What follows belongs to an exercise in optimizing a design on an open flow for a short achievable clock period; a production flow would make more cautious choices.
Only simulation tests tie the RTL to the original design; equivalence was not proved.
Power is estimated from default activity; no workload was simulated.

===== design/flow/design.v =====
module nb_engine (
    input  wire         clk,
    input  wire         rst,
    input  wire         cmd_valid,
    output wire         cmd_ready,
    input  wire [127:0] cmd_desc,
    output wire         busy,
    input  wire         src_valid,
    output wire         src_ready,
    input  wire [31:0]  src_data,
    output wire         dst_valid,
    output wire [31:0]  dst_data,
    input  wire [15:0]  cfg_wait_bound,
    input  wire         cfg_rfin_clk_low,
    output wire         bus_clk,
    output wire         bus_nrd,
    output wire         bus_start,
    output wire         bus_doe,
    output wire [7:0]   bus_dout,
    input  wire [7:0]   bus_din,
    input  wire         bus_nwait,
    output wire         irq_inhibit,
    input  wire [15:0]  owm_in,
    output wire         owm_we,
    output wire [15:0]  owm_wdata,
    output wire [1:0]   status_code,
    output wire [1:0]   status_where,
    output wire [31:0]  status_index,
    output wire [39:0]  status_addr
);
    localparam [15:0] M_BUS = 16'h01FF;
    localparam [7:0] OPC_POKE = 8'h01;
    localparam [7:0] OPC_PEEK = 8'h02;
    localparam [1:0] CODE_OK      = 2'd0;
    localparam [1:0] CODE_TIMEOUT = 2'd1;
    localparam [1:0] CODE_CONTRACT = 2'd2;
    localparam [1:0] WHERE_ADDR  = 2'd0;
    localparam [1:0] WHERE_WDATA = 2'd1;
    localparam [1:0] WHERE_RFIN  = 2'd2;
    localparam [1:0] WHERE_NONE  = 2'd3;
    localparam [5:0]
        S_IDLE    = 6'd0,
        S_END     = 6'd1,
        S_A_NRD   = 6'd2,
        S_A_START = 6'd3,
        S_A_DIR   = 6'd4,
        S_A_WAIT  = 6'd5,
        S_A_CE1   = 6'd6,
        S_A_CE2   = 6'd7,
        S_A_CE3   = 6'd8,
        S_A_DRV   = 6'd9,
        S_A_HI    = 6'd10,
        S_A_LO    = 6'd11,
        S_A_CX1   = 6'd12,
        S_A_CX2   = 6'd13,
        S_W_NRD   = 6'd14,
        S_W_START = 6'd15,
        S_W_DIR   = 6'd16,
        S_W_CE1   = 6'd17,
        S_W_CE2   = 6'd18,
        S_W_CE3   = 6'd19,
        S_W_DRV   = 6'd20,
        S_W_HI    = 6'd21,
        S_W_LO    = 6'd22,
        S_W_CX1   = 6'd23,
        S_W_CX2   = 6'd24,
        S_W_WAIT  = 6'd25,
        S_R_DIR   = 6'd26,
        S_R_NRD   = 6'd27,
        S_R_LO    = 6'd28,
        S_R_HI    = 6'd29,
        S_R_SMP   = 6'd30,
        S_F_CLK   = 6'd31,
        S_F_NRD   = 6'd32,
        S_F_DIR   = 6'd33,
        S_F_WAIT  = 6'd34;
    reg [5:0]  seq;
    reg        busy_r;
    reg        op_peek;        
    reg [39:0] a;              
    reg [31:0] n;              
    reg [31:0] i;              
    reg [31:0] w;              
    reg [2:0]  k;              
    reg [15:0] polls;          
    reg [15:0] owm_saved;
    reg        clk_r, nrd_r, start_r, doe_r;
    reg [7:0]  dout_r;
    reg        irq_r;
    reg        owm_we_r;
    reg [15:0] owm_wdata_r;
    reg        dst_valid_r;
    reg [1:0]  st_code, st_where;
    reg [31:0] st_index;
    reg [39:0] st_addr;
    wire [7:0]  d_opc  = cmd_desc[127:120];
    wire [23:0] d_rsv  = cmd_desc[119:96];
    wire [31:0] d_n    = cmd_desc[95:64];
    wire [39:0] d_addr = cmd_desc[39:0];
    wire        d_ok   = (d_rsv == 24'd0) && (d_opc == OPC_POKE || d_opc == OPC_PEEK);
    wire [39:0] a_inc = a + 40'd1;
    wire [31:0] i_inc = i + 32'd1;
    wire is_wait = (seq == S_A_WAIT) || (seq == S_W_WAIT) || (seq == S_F_WAIT);
    wire [15:0] polls_inc = polls + 16'd1;
    wire timeout = (cfg_wait_bound != 16'd0) && (polls_inc == cfg_wait_bound);
    wire [5:0] rfin_first = cfg_rfin_clk_low ? S_F_CLK : S_F_NRD;
    reg [7:0] a_byte;
    always @(*) begin
        case (k)
            3'd0:    a_byte = a[7:0];
            3'd1:    a_byte = a[15:8];
            3'd2:    a_byte = a[23:16];
            3'd3:    a_byte = a[31:24];
            default: a_byte = a[39:32];
        endcase
    end
    reg [7:0] w_byte;
    always @(*) begin
        case (k[1:0])
            2'd0:    w_byte = w[7:0];
            2'd1:    w_byte = w[15:8];
            2'd2:    w_byte = w[23:16];
            default: w_byte = w[31:24];
        endcase
    end
    assign cmd_ready    = !busy_r;
    assign busy         = busy_r;
    assign src_ready    = (seq == S_W_NRD);
    assign dst_valid    = dst_valid_r;
    assign dst_data     = w;
    assign bus_clk      = clk_r;
    assign bus_nrd      = nrd_r;
    assign bus_start    = start_r;
    assign bus_doe      = doe_r;
    assign bus_dout     = dout_r;
    assign irq_inhibit  = irq_r;
    assign owm_we       = owm_we_r;
    assign owm_wdata    = owm_wdata_r;
    assign status_code  = st_code;
    assign status_where = st_where;
    assign status_index = st_index;
    assign status_addr  = st_addr;
    always @(posedge clk) begin
        if (rst) begin
            seq         <= S_IDLE;
            busy_r      <= 1'b0;
            clk_r       <= 1'b0;
            nrd_r       <= 1'b1;
            start_r     <= 1'b0;
            doe_r       <= 1'b1;
            dout_r      <= 8'd0;
            irq_r       <= 1'b0;
            owm_we_r    <= 1'b0;
            dst_valid_r <= 1'b0;
            st_code     <= CODE_OK;
            st_where    <= WHERE_ADDR;
            st_index    <= 32'd0;
            st_addr     <= 40'd0;
        end else begin
            dst_valid_r <= 1'b0;
            owm_we_r    <= 1'b0;
            if (!is_wait)
                polls <= 16'd0;
            case (seq)
                S_IDLE: begin
                    if (cmd_valid) begin
                        if (d_ok) begin
                            busy_r  <= 1'b1;
                            op_peek <= (d_opc == OPC_PEEK);
                            a       <= d_addr;
                            n       <= d_n;
                            i       <= 32'd0;
                            if (d_opc == OPC_POKE && d_n == 32'd0)
                                seq <= S_END;
                            else
                                seq <= S_A_NRD;
                        end else begin
                            st_code  <= CODE_CONTRACT;
                            st_where <= WHERE_NONE;
                            st_index <= 32'd0;
                            st_addr  <= 40'd0;
                        end
                    end
                end
                S_END: begin
                    busy_r   <= 1'b0;
                    st_code  <= CODE_OK;
                    st_where <= WHERE_ADDR;
                    st_index <= 32'd0;
                    st_addr  <= 40'd0;
                    seq      <= S_IDLE;
                end
                S_A_NRD:   begin nrd_r   <= 1'b1; seq <= S_A_START; end
                S_A_START: begin start_r <= 1'b1; seq <= S_A_DIR;   end
                S_A_DIR:   begin doe_r   <= 1'b1; seq <= S_A_WAIT;  end
                S_A_WAIT: begin
                    if (bus_nwait) begin
                        seq <= S_A_CE1;
                    end else if (timeout) begin
                        st_code  <= CODE_TIMEOUT;
                        st_where <= WHERE_ADDR;
                        st_index <= i;
                        st_addr  <= a;
                        busy_r   <= 1'b0;
                        seq      <= S_IDLE;
                    end else begin
                        polls <= polls_inc;
                    end
                end
                S_A_CE1: begin irq_r <= 1'b1; seq <= S_A_CE2; end
                S_A_CE2: begin owm_saved <= owm_in; seq <= S_A_CE3; end
                S_A_CE3: begin
                    owm_we_r    <= 1'b1;
                    owm_wdata_r <= M_BUS;
                    k           <= 3'd0;
                    seq         <= S_A_DRV;
                end
                S_A_DRV: begin
                    dout_r  <= a_byte;
                    start_r <= (k == 3'd0);
                    seq     <= S_A_HI;
                end
                S_A_HI: begin clk_r <= 1'b1; seq <= S_A_LO; end
                S_A_LO: begin
                    clk_r <= 1'b0;
                    if (k == 3'd4) begin
                        seq <= S_A_CX1;
                    end else begin
                        k   <= k + 3'd1;
                        seq <= S_A_DRV;
                    end
                end
                S_A_CX1: begin
                    owm_we_r    <= 1'b1;
                    owm_wdata_r <= owm_saved;
                    seq         <= S_A_CX2;
                end
                S_A_CX2: begin
                    irq_r <= 1'b0;
                    if (!op_peek)
                        seq <= S_W_NRD;
                    else if (i < n)
                        seq <= S_R_DIR;
                    else
                        seq <= rfin_first;
                end
                S_W_NRD: begin
                    if (src_valid) begin
                        w     <= src_data;
                        nrd_r <= 1'b1;
                        seq   <= S_W_START;
                    end
                end
                S_W_START: begin start_r <= 1'b0; seq <= S_W_DIR; end
                S_W_DIR:   begin doe_r   <= 1'b1; seq <= S_W_CE1; end
                S_W_CE1:   begin irq_r   <= 1'b1; seq <= S_W_CE2; end
                S_W_CE2:   begin owm_saved <= owm_in; seq <= S_W_CE3; end
                S_W_CE3: begin
                    owm_we_r    <= 1'b1;
                    owm_wdata_r <= M_BUS;
                    k           <= 3'd0;
                    seq         <= S_W_DRV;
                end
                S_W_DRV: begin
                    dout_r  <= w_byte;
                    start_r <= 1'b0;
                    seq     <= S_W_HI;
                end
                S_W_HI: begin clk_r <= 1'b1; seq <= S_W_LO; end
                S_W_LO: begin
                    clk_r <= 1'b0;
                    if (k == 3'd3) begin
                        seq <= S_W_CX1;
                    end else begin
                        k   <= k + 3'd1;
                        seq <= S_W_DRV;
                    end
                end
                S_W_CX1: begin
                    owm_we_r    <= 1'b1;
                    owm_wdata_r <= owm_saved;
                    seq         <= S_W_CX2;
                end
                S_W_CX2: begin irq_r <= 1'b0; seq <= S_W_WAIT; end
                S_W_WAIT: begin
                    if (bus_nwait) begin
                        a <= a_inc;
                        i <= i_inc;
                        if (i_inc < n)
                            seq <= (a_inc[7:0] == 8'd0) ? S_A_NRD : S_W_NRD;
                        else
                            seq <= S_END;
                    end else if (timeout) begin
                        st_code  <= CODE_TIMEOUT;
                        st_where <= WHERE_WDATA;
                        st_index <= i;
                        st_addr  <= a;
                        busy_r   <= 1'b0;
                        seq      <= S_IDLE;
                    end else begin
                        polls <= polls_inc;
                    end
                end
                S_R_DIR: begin doe_r <= 1'b0; seq <= S_R_NRD; end
                S_R_NRD: begin nrd_r <= 1'b0; k <= 3'd0; seq <= S_R_LO; end
                S_R_LO:  begin clk_r <= 1'b0; seq <= S_R_HI; end
                S_R_HI:  begin clk_r <= 1'b1; seq <= S_R_SMP; end
                S_R_SMP: begin
                    case (k[1:0])
                        2'd0:    w[7:0]   <= bus_din;
                        2'd1:    w[15:8]  <= bus_din;
                        2'd2:    w[23:16] <= bus_din;
                        default: w[31:24] <= bus_din;
                    endcase
                    if (k == 3'd3) begin
                        dst_valid_r <= 1'b1;
                        a <= a_inc;
                        i <= i_inc;
                        if (i_inc < n && a_inc[7:0] != 8'd0)
                            seq <= S_R_DIR;
                        else
                            seq <= rfin_first;
                    end else begin
                        k   <= k + 3'd1;
                        seq <= S_R_LO;
                    end
                end
                S_F_CLK: begin clk_r <= 1'b0; seq <= S_F_NRD; end
                S_F_NRD: begin nrd_r <= 1'b1; seq <= S_F_DIR; end
                S_F_DIR: begin doe_r <= 1'b1; seq <= S_F_WAIT; end
                S_F_WAIT: begin
                    if (bus_nwait) begin
                        seq <= (i < n) ? S_A_NRD : S_END;
                    end else if (timeout) begin
                        st_code  <= CODE_TIMEOUT;
                        st_where <= WHERE_RFIN;
                        st_index <= i;
                        st_addr  <= a;
                        busy_r   <= 1'b0;
                        seq      <= S_IDLE;
                    end else begin
                        polls <= polls_inc;
                    end
                end
                default: seq <= S_IDLE;
            endcase
        end
    end
endmodule

===== design/flow/run.sh =====
#!/bin/bash
# synth_recipe.tcl (not shown) runs the flow's synth.tcl, then flattens the netlist and writes it again
# the make line also repeats each setting of config.mk as NAME=value (left out here)
make -C /OpenROAD-flow-scripts/flow DESIGN_CONFIG=/design/flow/config.mk WORK_HOME=/design/flow/orfs CLKGATE_MAP_FILE= SYNTH_SCRIPT=/design/flow/synth_recipe.tcl finish

===== design/flow/config.mk =====
export PLATFORM = sky130hd
export DESIGN_NAME = nb_engine
export DESIGN_NICKNAME = nb_engine
export VERILOG_FILES = /design/flow/design.v
export SDC_FILE = /design/flow/constraint.sdc
export NUM_CORES = 4
export LEC_CHECK = 0
export CAP_MARGIN = 20
export CORE_MARGIN = 2
export CORE_UTILIZATION = 40
export SLEW_MARGIN = 20

===== design/flow/constraint.sdc =====
create_clock -name core_clock -period 4.5 [get_ports {clk}]
set_input_delay 0.9000 -clock core_clock [delete_from_list [all_inputs] [get_ports {clk}]]
set_output_delay 0.9000 -clock core_clock [all_outputs]
set_load 0.01 [all_outputs]

==> flow_summary_export.csv <==
group,metric,value,unit
setup_path,cpMostUsedCell,"and4_1",
clock_tree,cts_max_level,1,
setup_path,critPathRequiredTime,4.99,ns
synth,synth_area_leader_cell,"edfxtp_1",
drt,drc,0,
layout,fin_cells,2458,
synth,synth_edf_count,188,
global_routing,grt_start_max_net_pins,74,
power,clkPwrFrac,45.3,%
timing,hold_viol,0,
clock_tree,clock-sinks,286,
drt,wl_met2,21.3,mm
placed_design,post-place-ws,0.311,ns
floorplan,initial_utilization,40.7,%
clock_tree,insertion_delay,0.58,ns
synth,ys_seq_area_share,49.6,%
synth,syn_area_per_cell,9.43,µm²
layout,finish.utilization,53.8,%
timing,setup_slack,0.340,ns
layout,fillers,3514,
synth,synthTopCellsByArea,"edfxtp_1 37%, dfxtp_1 13%, nand2_1 7.0%, ha_1 5.7%, nand3_1 4.0%",
placed_design,place.port_buffers,323,
layout,layout-drive-gt1-share,5.76,%
setup_path,crit_fanout,6,
layout,final_nets,2198,
timing,max_freq,240,MHz
hold_path,hold_class,"flip-flop to flip-flop",
drt,finalWirelength,48.0,mm
layout,final_area,20200,µm²
setup_path,cp.arrival,4.65,ns
power,internal_power,4.51,mW
timing,max-slew-margin-rel,28.6,%
power,pwr-share-comb,5.7,%
floorplan,ios,348,
floorplan,dieArea,39900,µm²
run,drv_cap,0,
clock_tree,ctsRootBufferMaster,"clkbuf_16",
placed_design,dp_cells,2398,
power,switching_power,1.20,mW
timing,tns,0,ns
clock_tree,clk_pin_slew,0.06,ns
synth,synth_seq_cells,286,
timing,min_period,4.16,ns
drt,wl_met1,21.7,mm
power,swShare,21.0,%
setup_path,slowest_delay,0.43,ns
power,p_leak,7.25,nW
setup_path,path_class,"flip-flop to flip-flop",
clock_tree,cts_tree,"built",
timing,slew_violations,0,
timing,post-route-period-util,92.4,%
synth,syn_area,15300,µm²
timing,clock-skew-final,0.0163,ns
floorplan,rows,71,
run_status,status,"no timing/DRC/antenna violations",
power,power.density,282,nW/µm²
timing,setup_viol,0,
timing,worstMarginPinSlew,1.07,ns
global_routing,antenna_found_initial,2,
synth,synth-warning-count,1,
placed_design,dpl.hpwl,36.0,mm
clock_tree,cts-buffers-inserted,31,
synth,synth_top_area_share,36.8,%
drt,top_layer,"met5",
power,seq_power_share,49.1,%
drt,num_vias,13400,
global_routing,overflow,0,
clock_tree,cts_hold_buffers,0,
layout,syn_to_final_growth,32.1,%
synth,synth_cell_types,69,
timing,holdWs,0.448,ns
global_routing,track_usage,23.8,%
floorplan,die_w,200,µm
drt,wire_per_inst,19.5,µm
placed_design,place_congestion,0.923,
synth,synth_fp_nets,1902,
global_routing,grt_pass1_vias,13400,
drt,vias_per_cell,5.46,
power,finalPower,5.71,mW
setup_path,start_kind,"flip-flop",
synth,synthCells,1626,
global_routing,grt_pass1_wl,73.9,mm
setup_path,cp_slowest_cell,"edfxtp_1",
drt,route.met3.wl,3.99,mm
placed_design,place_area,19200,µm²
drt,drt_iter0_drc,1069,
power,vdd_drop_max,0.000313,V
drt,ant_nets,0,
setup_path,cp-end-kind,"flip-flop",
setup_path,path_cells,"and4_1 > nand4_1 > buf_4 > nor4_4 > and4_1 > and4_1 > nand3_1 > xnor2_1 > ha_1 > nand4_1 > a211oi_1 > o21ai_0 > a31oi_1 > a211o_1 > nor2_1 > or3_1 > a31oi_1",
synth,ys.flop_type,"edfxtp_1",
synth,synth-async-reset-ratio,0,%
clock_tree,cts_buffer_depth,3,
timing,rsz0062_at_grt,"false",
floorplan,fp.dieH,200,µm
drt,dr.pass1.iters,9,
floorplan,core,37700,µm²
final cells by class:
cell class / count / area [µm²] / share of cell area [%]
Inverter: 56 / 210 / 1.04
Timing Repair Buffer: 354 / 3500 / 17.3
Tap cell: 511 / 639 / 3.16
Clock inverter: 9 / 123 / 0.606
Antenna cell: 1 / 2.50 / 0.0124
Multi-Input combinational cell: 1193 / 7260 / 35.9
Sequential cell: 286 / 7610 / 37.6
Clock buffer: 48 / 900 / 4.44
power groups by stage:
stage	Sequential (mW)	Clock, mW	Combinational, mW
floorplan	2.86	0	0.104
global placement	2.86	0	0.320
detailed placement	2.86	0	0.324
CTS	2.80	2.64	0.326
global route	2.80	2.73	0.350
finish	2.80	2.59	0.323
per-layer routing:
layer	vias up	track usage, %
li1	6476	-
met1	6409	33.3
met2	475	37.2
met3	66	6.20
met4	2	4.94
met5	-	0
placed cells by master (no fill, tap or decap), types with 13 or more instances in the layout:
master / netlist / layout
or3_1: 13 / 13
dfxtp_1: 98 / 98
and2_1: 45 / 45
clkbuf_16: 0 / 31
a222oi_1: 16 / 16
ha_1: 70 / 70
nor4_1: 30 / 22
a31oi_1: 13 / 13
xor2_1: 56 / 56
o21ai_0: 80 / 80
edfxtp_1: 188 / 188
nand4_1: 28 / 28
nor3_1: 21 / 20
nand3_1: 124 / 124
inv_1: 56 / 56
a21oi_1: 107 / 107
o211ai_1: 15 / 15
nand2_1: 285 / 284
nor2_1: 98 / 96
clkdlybuf4s50_1: 0 / 322
buf_4: 5 / 29
xnor2_1: 52 / 52
worst paths after layout:
| kind | startpoint | end | slack, ns | depth (start not counted) |
|---|---|---|---|---|
| max | i[10]$_SDFFCE_PP0P_ | seq[5]$_SDFFE_PP0P_ | 0.34 | 17 |
| min | st_index[22]$_SDFFE_PP0P_ | st_index[22]$_SDFFE_PP0P_ | 0.45 | 2 |
| max reg2reg | i[10]$_SDFFCE_PP0P_ | seq[5]$_SDFFE_PP0P_ | 0.34 | 17 |
| min reg2reg | st_index[22]$_SDFFE_PP0P_ | st_index[22]$_SDFFE_PP0P_ | 0.45 | 2 |
sequential cells by signal, indices dropped and copies added (netlist names), 2 cells and up:
signal	cells
polls	16
a	40
st_index	32
owm_wdata_r	16
st_where	2
owm_saved	16
st_code	2
dout_r	8
i	32
k	3
n	32
w	32
seq	6
st_addr	40
kinds of logic (layout without fill, tap and decap cells):
| group | count (synthesis) | after routing | share of synthesized area, % |
|---|---|---|---|
| other | 0 | 1 | 0 |
| flip-flops | 286 | 286 | 49.6 |
| AND/OR/NAND/NOR | 707 | 707 | 22.1 |
| multiplexers | 2 | 2 | 0.131 |
| adder cells (fa/ha/maj) | 70 | 70 | 5.71 |
| buffers and inverters | 147 | 467 | 3.81 |
| XOR/XNOR | 108 | 108 | 6.17 |
| AO/OA/AOI/OAI | 306 | 306 | 12.5 |
cells in the mapped netlist, types with 5 or more instances:
library cell	number
nand4_1	28
edfxtp_1	188
o21ai_0	80
ha_1	70
a211oi_1	8
inv_1	56
and2_1	45
buf_4	5
nor2b_1	8
and3_1	12
nand2_1	285
dfxtp_1	98
buf_2	11
nor4_1	30
xnor2_1	52
or2_2	5
nor4_2	5
nor3_1	21
o21a_1	5
nand3_1	124
and4_1	10
nand2b_1	5
a222oi_1	16
a21oi_1	107
nor2_1	98
xor2_1	56
clkbuf_1	68
o211ai_1	15
a21o_1	5
a221oi_1	11
or3_1	13
a31oi_1	13
buf_1	7
worst max-delay path, delay by kind of cell, from the launching register on:
kind	cells	cell delay [ns]
xor gates and xnor gates	1	0.16
and+or+nand+nor	9	2.09
adders and majority gates	1	0.30
AOI/OAI and AO/OA	5	0.91
DFF	1	0.43
buffers and inverters	1	0.18
repair_timing:
item | CTS | global route
setup buffers | 0 | 1
hold endpoints to repair | 0 | 0
setup endpoints to repair | 0 | 3
resized for setup | 0 | 2

-- what the ideal ports hide --
How much do the figures lean on ideal ports? The routed layout below was timed once more, with nothing changed but the port constraints. Step 1 (the two cells are an assumption about what drives the block):
set clk [get_ports {clk}]
set_driving_cell -lib_cell sky130_fd_sc_hd__clkbuf_16 $clk
set_driving_cell -lib_cell sky130_fd_sc_hd__buf_2 [delete_from_list [all_inputs] $clk]
Step 2 also shifts input and output timing later by t, the mid clock arrival at the registers, as if the neighbouring blocks saw the same clock. a / b / c = no drivers / after step 1 / after step 2; a / b = the first two.
shift t [ns]: 0.621
slack for setup (ns): 0.340 / 0.340 / 0.340
worst setup path at the end: register to register
pins driven straight from the clock port: 1
After both steps this run still meets setup and hold. The setup slack of this run moves by 0.000 ns with the drivers and by 0.000 ns with both steps.
